Context: an optimization exercise on an open-source flow, tuned for small area, a short achievable clock period and few clock cycles. The choices shown serve that exercise and are no tape-out recipe.
In this exercise RTL edits were held to simulation tests only and were not proved equivalent to the original.

<file path="design/flow/run.sh">
#!/bin/bash
# synth_recipe.tcl (not shown) runs the flow's synth.tcl, then flattens the netlist and writes it again
# the make line also repeats each setting of config.mk as NAME=value (left out here)
make -C /OpenROAD-flow-scripts/flow DESIGN_CONFIG=/design/flow/config.mk WORK_HOME=/design/flow/orfs CLKGATE_MAP_FILE= SYNTH_SCRIPT=/design/flow/synth_recipe.tcl finish
</file>
<file path="design/flow/config.mk">
export PLATFORM = sky130hd
export DESIGN_NAME = fxp_unit
export DESIGN_NICKNAME = fxp_unit
export VERILOG_FILES = /design/flow/design.v
export SDC_FILE = /design/flow/constraint.sdc
export NUM_CORES = 4
export LEC_CHECK = 0
export CAP_MARGIN = 20
export CORE_MARGIN = 2
export CORE_UTILIZATION = 40
export SLEW_MARGIN = 20
</file>
<file path="design/flow/constraint.sdc">
create_clock -name core_clock -period 14.0 [get_ports {clk}]
set_input_delay 2.8000 -clock core_clock [delete_from_list [all_inputs] [get_ports {clk}]]
set_output_delay 2.8000 -clock core_clock [all_outputs]
set_load 0.01 [all_outputs]
</file>
<file path="design/flow/design.v">
module fxp_unit (
    input  wire        clk,
    input  wire        rst,
    input  wire        in_valid,
    output wire        in_ready,
    input  wire [31:0] in_cmd,
    input  wire [31:0] in_opa,
    input  wire [31:0] in_opb,
    output reg         out_valid,
    output reg  [31:0] out_res,
    output reg  [7:0]  out_code,
    output reg         out_defaulted
);
    localparam [7:0] C_OK        = 8'h00;
    localparam [7:0] C_ILL_CMD   = 8'h10;
    localparam [7:0] C_ILL_FMT   = 8'h11;
    localparam [7:0] C_DIV_ZERO  = 8'h12;
    localparam [7:0] C_BAD_FLOAT = 8'h13;
    localparam [5:0] OP_INIT = 6'h01;
    localparam [5:0] OP_F2Q  = 6'h02;
    localparam [5:0] OP_Q2F  = 6'h03;
    localparam [5:0] OP_I2Q  = 6'h04;
    localparam [5:0] OP_Q2I  = 6'h05;
    localparam [5:0] OP_ADD  = 6'h06;
    localparam [5:0] OP_SUB  = 6'h07;
    localparam [5:0] OP_MUL  = 6'h08;
    localparam [5:0] OP_DIV  = 6'h09;
    localparam [5:0] OP_ONE  = 6'h0A;
    localparam [1:0] S_IDLE = 2'd0;
    localparam [1:0] S_EXEC = 2'd1;
    localparam [1:0] S_DIV  = 2'd2;
    localparam [1:0] S_DONE = 2'd3;
    localparam signed [63:0] MAX32 = 64'sh000000007FFFFFFF;
    localparam signed [63:0] MIN32 = -64'sh0000000080000000;
    reg [1:0]  state;
    reg [31:0] cmd, opa, opb;
    assign in_ready = (state == S_IDLE);
    wire [5:0] opc = cmd[31:26];
    wire [4:0] fp  = cmd[25:21];
    wire [4:0] fi  = cmd[20:16];
    wire [7:0] sel = cmd[15:8];
    wire [7:0] rsv = cmd[7:0];
    reg takes_fmt, known;
    always @(*) begin
        known = 1'b1;
        takes_fmt = 1'b0;
        case (opc)
            OP_INIT, OP_ADD, OP_SUB: takes_fmt = 1'b0;
            OP_F2Q, OP_Q2F, OP_I2Q, OP_Q2I, OP_MUL, OP_DIV, OP_ONE: takes_fmt = 1'b1;
            default: known = 1'b0;
        endcase
    end
    wire [5:0] fmt_sum = {1'b0, fp} + {1'b0, fi};
    wire ill_cmd = !known || (rsv != 8'd0) || (sel != 8'd0) ||
                   (!takes_fmt && (fp != 5'd0 || fi != 5'd0));
    wire ill_fmt = takes_fmt && (fmt_sum > 6'd31);
    wire signed [31:0] a = opa;
    wire signed [31:0] b = opb;
    function [31:0] sat32;
        input signed [63:0] v;
        begin
            if (v > MAX32)      sat32 = 32'h7FFFFFFF;
            else if (v < MIN32) sat32 = 32'h80000000;
            else                sat32 = v[31:0];
        end
    endfunction
    reg [31:0] init_res;
    reg        init_dflt;
    reg [4:0]  init_p, init_i;
    wire [33:0] init_sum = {2'b00, opa} + {2'b00, opb} + 34'd1;
    always @(*) begin
        init_dflt = 1'b0;
        init_p = 5'd16;
        init_i = 5'd15;
        if (opa == 32'd0 && opb == 32'd0) begin
            init_p = 5'd16; init_i = 5'd15;
        end else if (init_sum > 34'd32) begin
            init_p = 5'd16; init_i = 5'd15; init_dflt = 1'b1;
        end else if (opa == 32'd0) begin
            init_p = 5'd31 - opb[4:0]; init_i = opb[4:0];
        end else if (opb == 32'd0) begin
            init_p = opa[4:0]; init_i = 5'd31 - opa[4:0];
        end else begin
            init_p = opa[4:0]; init_i = opb[4:0];
        end
        init_res = {6'd0, init_p, init_i, 16'd0};
    end
    wire        f_sign = opa[31];
    wire [7:0]  f_exp  = opa[30:23];
    wire [22:0] f_frac = opa[22:0];
    wire        f_nan  = (f_exp == 8'hFF) && (f_frac != 23'd0);
    wire        f_inf  = (f_exp == 8'hFF) && (f_frac == 23'd0);
    wire [23:0] f_mant = (f_exp == 8'd0) ? {1'b0, f_frac} : {1'b1, f_frac};
    wire [7:0]  f_eeff = (f_exp == 8'd0) ? 8'd1 : f_exp;
    wire signed [9:0] f_sh = $signed({2'b00, f_eeff}) - 10'sd150 + $signed({5'd0, fp});
    reg  [32:0] f_mag;       
    reg  [31:0] f_lim;       
    reg  [31:0] f2q_res;
    reg  [55:0] f_shl;
    reg  [23:0] f_shr;
    always @(*) begin
        f_shl = 56'd0;
        f_shr = 24'd0;
        if (f_inf) begin
            f_mag = {1'b1, 32'd0};
        end else if (f_sh >= 10'sd32) begin
            f_mag = (f_mant != 24'd0) ? {1'b1, 32'd0} : 33'd0;
        end else if (f_sh >= 10'sd0) begin
            f_shl = {32'd0, f_mant} << f_sh[4:0];
            f_mag = (f_shl[55:32] != 24'd0) ? {1'b1, 32'd0} : {1'b0, f_shl[31:0]};
        end else if (f_sh > -10'sd24) begin
            f_shr = f_mant >> (-f_sh);
            f_mag = {9'd0, f_shr};
        end else begin
            f_mag = 33'd0;
        end
        if (f_sign)
            f_lim = 32'd1 << fmt_sum[4:0];
        else
            f_lim = (32'd1 << fmt_sum[4:0]) - (32'd1 << fp);
        if (fmt_sum[5]) f_lim = 32'd0;  
        if (f_mag > {1'b0, f_lim})
            f2q_res = f_sign ? (32'd0 - f_lim) : f_lim;
        else
            f2q_res = f_sign ? (32'd0 - f_mag[31:0]) : f_mag[31:0];
    end
    wire        q_sign = opa[31];
    wire [31:0] q_mag  = q_sign ? (32'd0 - opa) : opa;
    reg  [5:0]  q_lz;
    reg  [31:0] q_norm;
    reg  [24:0] q_sig;
    reg  [7:0]  q_exp;
    reg         q_guard, q_sticky;
    reg  [31:0] q2f_res;
    integer k;
    always @(*) begin
        q_lz = 6'd32;
        for (k = 0; k < 32; k = k + 1)
            if (q_mag[k]) q_lz = 6'd31 - k[5:0];
        q_norm   = q_mag << q_lz[4:0];
        q_guard  = q_norm[7];
        q_sticky = (q_norm[6:0] != 7'd0);
        q_sig    = {1'b0, q_norm[31:8]};
        if (q_guard && (q_sticky || q_norm[8]))
            q_sig = q_sig + 25'd1;
        q_exp = 8'd158 - {2'b00, q_lz} - {3'b000, fp};
        if (q_sig[24]) begin
            q_exp = q_exp + 8'd1;
            q_sig = q_sig >> 1;
        end
        if (q_mag == 32'd0)
            q2f_res = 32'd0;
        else
            q2f_res = {q_sign, q_exp, q_sig[22:0]};
    end
    wire signed [63:0] a64 = a;
    wire signed [63:0] b64 = b;
    wire signed [63:0] i2q_full = a64 <<< fp;
    wire [31:0] i2q_res = sat32(i2q_full);
    wire [31:0] q2i_res = a >>> fp;
    wire [31:0] add_res = sat32(a64 + b64);
    wire [31:0] sub_res = sat32(a64 - b64);
    wire signed [63:0] mul_prod = a64 * b64;
    wire signed [63:0] mul_shr  = mul_prod >>> fp;
    wire [31:0] mul_res = sat32(mul_shr);
    wire [31:0] one_res = (fp == 5'd31) ? 32'h7FFFFFFF : (32'd1 << fp);
    reg  [62:0] div_num;     
    reg  [31:0] div_den;
    reg  [31:0] div_rem;
    reg  [62:0] div_quo;
    reg  [5:0]  div_cnt;
    reg         div_neg;
    wire [31:0] a_mag = a[31] ? (32'd0 - opa) : opa;
    wire [31:0] b_mag = b[31] ? (32'd0 - opb) : opb;
    wire [33:0] div_trial = {1'b0, div_rem, div_num[62]} - {2'b00, div_den};
    wire        div_ge    = !div_trial[33];
    wire [31:0] div_res = div_neg ?
        ((div_quo > 63'h80000000) ? 32'h80000000 : (32'd0 - div_quo[31:0])) :
        ((div_quo > 63'h7FFFFFFF) ? 32'h7FFFFFFF : div_quo[31:0]);
    reg [31:0] ex_res;
    reg [7:0]  ex_code;
    reg        ex_dflt;
    always @(*) begin
        ex_res  = 32'd0;
        ex_code = C_OK;
        ex_dflt = 1'b0;
        if (ill_cmd) begin
            ex_code = C_ILL_CMD;
        end else if (ill_fmt) begin
            ex_code = C_ILL_FMT;
        end else begin
            case (opc)
                OP_INIT: begin ex_res = init_res; ex_dflt = init_dflt; end
                OP_F2Q:  begin
                    if (f_nan) ex_code = C_BAD_FLOAT;
                    else       ex_res  = f2q_res;
                end
                OP_Q2F:  ex_res = q2f_res;
                OP_I2Q:  ex_res = i2q_res;
                OP_Q2I:  ex_res = q2i_res;
                OP_ADD:  ex_res = add_res;
                OP_SUB:  ex_res = sub_res;
                OP_MUL:  ex_res = mul_res;
                OP_DIV:  if (opb == 32'd0) ex_code = C_DIV_ZERO;
                OP_ONE:  ex_res = one_res;
                default: ex_code = C_ILL_CMD;
            endcase
        end
    end
    wire start_div = !ill_cmd && !ill_fmt && (opc == OP_DIV) && (opb != 32'd0);
    always @(posedge clk) begin
        if (rst) begin
            state     <= S_IDLE;
            out_valid <= 1'b0;
        end else begin
            out_valid <= 1'b0;
            case (state)
                S_IDLE: begin
                    if (in_valid) begin
                        cmd   <= in_cmd;
                        opa   <= in_opa;
                        opb   <= in_opb;
                        state <= S_EXEC;
                    end
                end
                S_EXEC: begin
                    if (start_div) begin
                        div_num <= {a_mag, 31'd0} >> (5'd31 - fp);
                        div_den <= b_mag;
                        div_rem <= 32'd0;
                        div_quo <= 63'd0;
                        div_cnt <= 6'd62;
                        div_neg <= a[31] ^ b[31];
                        state   <= S_DIV;
                    end else begin
                        out_valid     <= 1'b1;
                        out_res       <= ex_res;
                        out_code      <= ex_code;
                        out_defaulted <= ex_dflt;
                        state         <= S_IDLE;
                    end
                end
                S_DIV: begin
                    div_num <= {div_num[61:0], 1'b0};
                    div_quo <= {div_quo[61:0], div_ge};
                    div_rem <= div_ge ? div_trial[31:0] : {div_rem[30:0], div_num[62]};
                    div_cnt <= div_cnt - 6'd1;
                    if (div_cnt == 6'd0)
                        state <= S_DONE;
                end
                default: begin  
                    out_valid     <= 1'b1;
                    out_res       <= div_res;
                    out_code      <= C_OK;
                    out_defaulted <= 1'b0;
                    state         <= S_IDLE;
                end
            endcase
        end
    end
endmodule
</file>
==> run summary <==
## registers in the layout, indices dropped and copies added (netlist names), 2 cells and up, named ones only
register and flops:
div_rem 32, out_code 3, div_cnt 6, out_res 32
opa 32, cmd 32, div_quo 63, opb 32
div_num 63, state 2, div_den 32
## synthesized netlist by cell type, types with 41 or more instances
cell	count
nand4_1	87
a221oi_1	44
mux2_2	101
nor2b_1	75
and3_1	41
or2_2	49
nand2b_1	59
nand3_1	171
nand2_1	1009
fa_1	1090
a21o_1	118
inv_1	1262
xor2_1	78
nor2_1	928
o21bai_1	52
clkbuf_1	556
a211oi_1	117
and2_1	500
nor4_1	92
mux4_2	93
o211ai_1	93
o21a_1	55
edfxtp_1	329
mux2i_1	295
a31oi_1	90
or3_1	74
o22ai_1	52
o31ai_1	73
a21oi_1	519
o21ai_0	471
xnor2_1	232
buf_1	106
ha_1	380
nor3_1	212
## stage by stage
step	hold WS [ns]	worst slack (ns)	cell area, µm²
2_1_floorplan	0.4927	0.08857	84390
3_3_place_gp	0.5079	1.164	88860
3_5_place_dp	0.5124	1.053	88870
4_1_cts	0.5255	0.9826	90180
5_1_grt	0.5474	0.3296	90200
6_report	0.5252	0.7494	90230
## tightest hold or removal path, stage by stage, from the launching register on
cell and delay [ns]:
edfxtp_1 0.31, nand2_1 0.04, o21ai_0 0.06
## cell families after synthesis
kind of cell,synth area share
and+or+nand+nor,0.1970
AOI/OAI and AO/OA,0.1724
buffers and inverters,0.09086
adders and majority gates,0.3150
muxes,0.07331
DFF,0.1183
xor gates and xnor gates,0.03312
other,0.00004445
## per-layer routing
metal,global-route usage,wire length (µm)
met5,0,126
met4,0.2097,27440
met3,0.08951,43800
met2,0.5714,178800
met1,0.5159,168700
## layout make-up
class | instances | area [µm²] | share of cell area
Antenna cell | 13 | 32.53 | 0.0003605
Clock buffer | 49 | 1097 | 0.01216
Clock inverter | 23 | 215.2 | 0.002385
Inverter | 1290 | 4861 | 0.05387
Multi-Input combinational cell | 7894 | 66870 | 0.7411
Sequential cell | 334 | 9980 | 0.1106
Tap cell | 2805 | 3510 | 0.03890
Timing Repair Buffer | 426 | 3664 | 0.04060
## final timing paths
| path | start | end | slack [ns] | cells after the start |
|---|---|---|---|---|
| worst max-delay path | opa[20] | out_res[0] | 0.75 | 33 |
| worst min-delay path | div_num[39] | div_num[40] | 0.53 | 2 |
| worst max register to register | opa[20] | out_res[0] | 0.75 | 33 |
| worst min register to register | div_num[39] | div_num[40] | 0.53 | 2 |
==> results.yml <==
floorplanning:
  rows: 168
  die_x_um: 463.2
  core_area_um2: 209600
  dieArea_um2: 214600
  die_y_um: 463.2
  start_util: 0.4025
  ioPinCount: 142
sta:
  finalSetupTns_ns: 0
  final_hold_viol_count: 0
  setup_viol: 0
  rsz0062_at_grt: "no"
  slew_headroom: 0.1436
  post-route-period-util: 0.9465
  max_slew.worst_pin.slew_ns: 1.265
  timing.fmax_mhz: 75.47
  final.setup_skew_ns: 0.02647
  slew_viol_final: 0
  period_minus_slack_ns: 13.25
critical_path:
  critPathTopFamily: "adder cells"
  cp_slowest_cell: "edfxtp_1"
  crit_required_ns: 14.47
  cpPeakStageDelay_ns: 1.04
  worstPathMaxFanout: 23
  crit_path_frequent_cell: "fa_1"
  cp_data_arrival_time_ns: 13.72
  startpoint_type: "register"
  crit_type: "reg -> reg"
  worstSetupEndpointType: "register"
  critPathBufInv: 6
clocking:
  holdBufCountCts: 0
  cts_resized: 0
  cts_made_buffers: 42
  cts.htree.levels: 2
  clockRootBuffer: "clkbuf_16"
  clkLatencyLatePin_ns: 0.65
  cts_buffer_depth: 3
  clock-sinks: 334
  cts_tree: "yes"
  cts.clk_slew.worst_paths_ns: 0.06
  post-cts-setup-buffer-count: 0
placed_design:
  gp_congestion: 1.059
  port_buffers: 136
  placed_cells: 12750
  dp_hpwl_um: 338300
final_layout:
  final_cell_mix: "inv_1, fa_1, nand2_1, nor2_1, a21oi_1"
  fin_util: 0.4305
  drive_gt1_frac: 0.07198
  num-fill-cells: 21160
  areaGrowthSynthToFinish_pct: 6.955
  layout.nets: 11560
  finalNonFillerCells: 12830
  final_common_cell: "inv_1"
drt:
  route.vias.total: 81520
  vias_per_cell: 6.352
  wl_per_cell_um: 32.63
  firstDrtPassIters: 8
  route.detailed.drc: 0
  routed_wl_um: 418800
  ant_nets: 0
  drtIter0Drc: 10600
logic_synthesis:
  ys_types: 128
  synthCells: 10230
  synth_top_area_frac: 0.2587
  avgSynthCellArea_um2: 8.249
  ys_top_cells_by_area: "fa_1, edfxtp_1, ha_1"
  synth_flop_cell: "edfxtp_1"
  ys_seq_area_frac: 0.1183
  syn-cell-area_um2: 84360
  ys_seq_elements: 334
  yosys_warnings: 1
  yosys.area.top_type: "fa_1"
  async_reset_ff_frac: 0
  synth-edff-count: 329
run:
  cap_violations: 0
global_route:
  grt_use_total: 0.3845
  grt_start_max_net_pins: 141
  grt_pass1_vias: 80310
  overflow: 0
  grt_pass1_wl_um: 599500
  antenna_found_initial: 46
min_path:
  hp-class: "reg -> reg"
run_status:
  status: "finished clean"
Testbench counts, summed over its fixed seeds: cycles 168,648.

==> static timing again, ports no longer ideal <==
In the flow no input, the clock included, has a driving cell. The finished layout below was timed again as built, in two steps. Step 1, drivers: a clkbuf_16 drives clk and a buf_2 each remaining input, both assumed. Step 2 adds t to the input delays and takes it off the output delays; t is the mean of the earliest and latest rising clock arrival at the registers after step 1. Input paths then give back, and output paths get back, about the clock's delay inside the block. a / b / c = ideal / step 1 / step 2; a / b = the first two.
t, ns: 0.723
setup WS [ns]: 0.749 / 0.749 / 0.749
hold slack, ns: 0.525 / 0.525 / 0.525
worst register clock-pin slew, ns: 0.07 / 0.07
worst data-port slew with drivers (ns): 0.13
After both steps setup and hold are still met in this run. For this run, drivers alone change the setup slack by 0.000 ns; drivers and shift together by 0.000 ns.
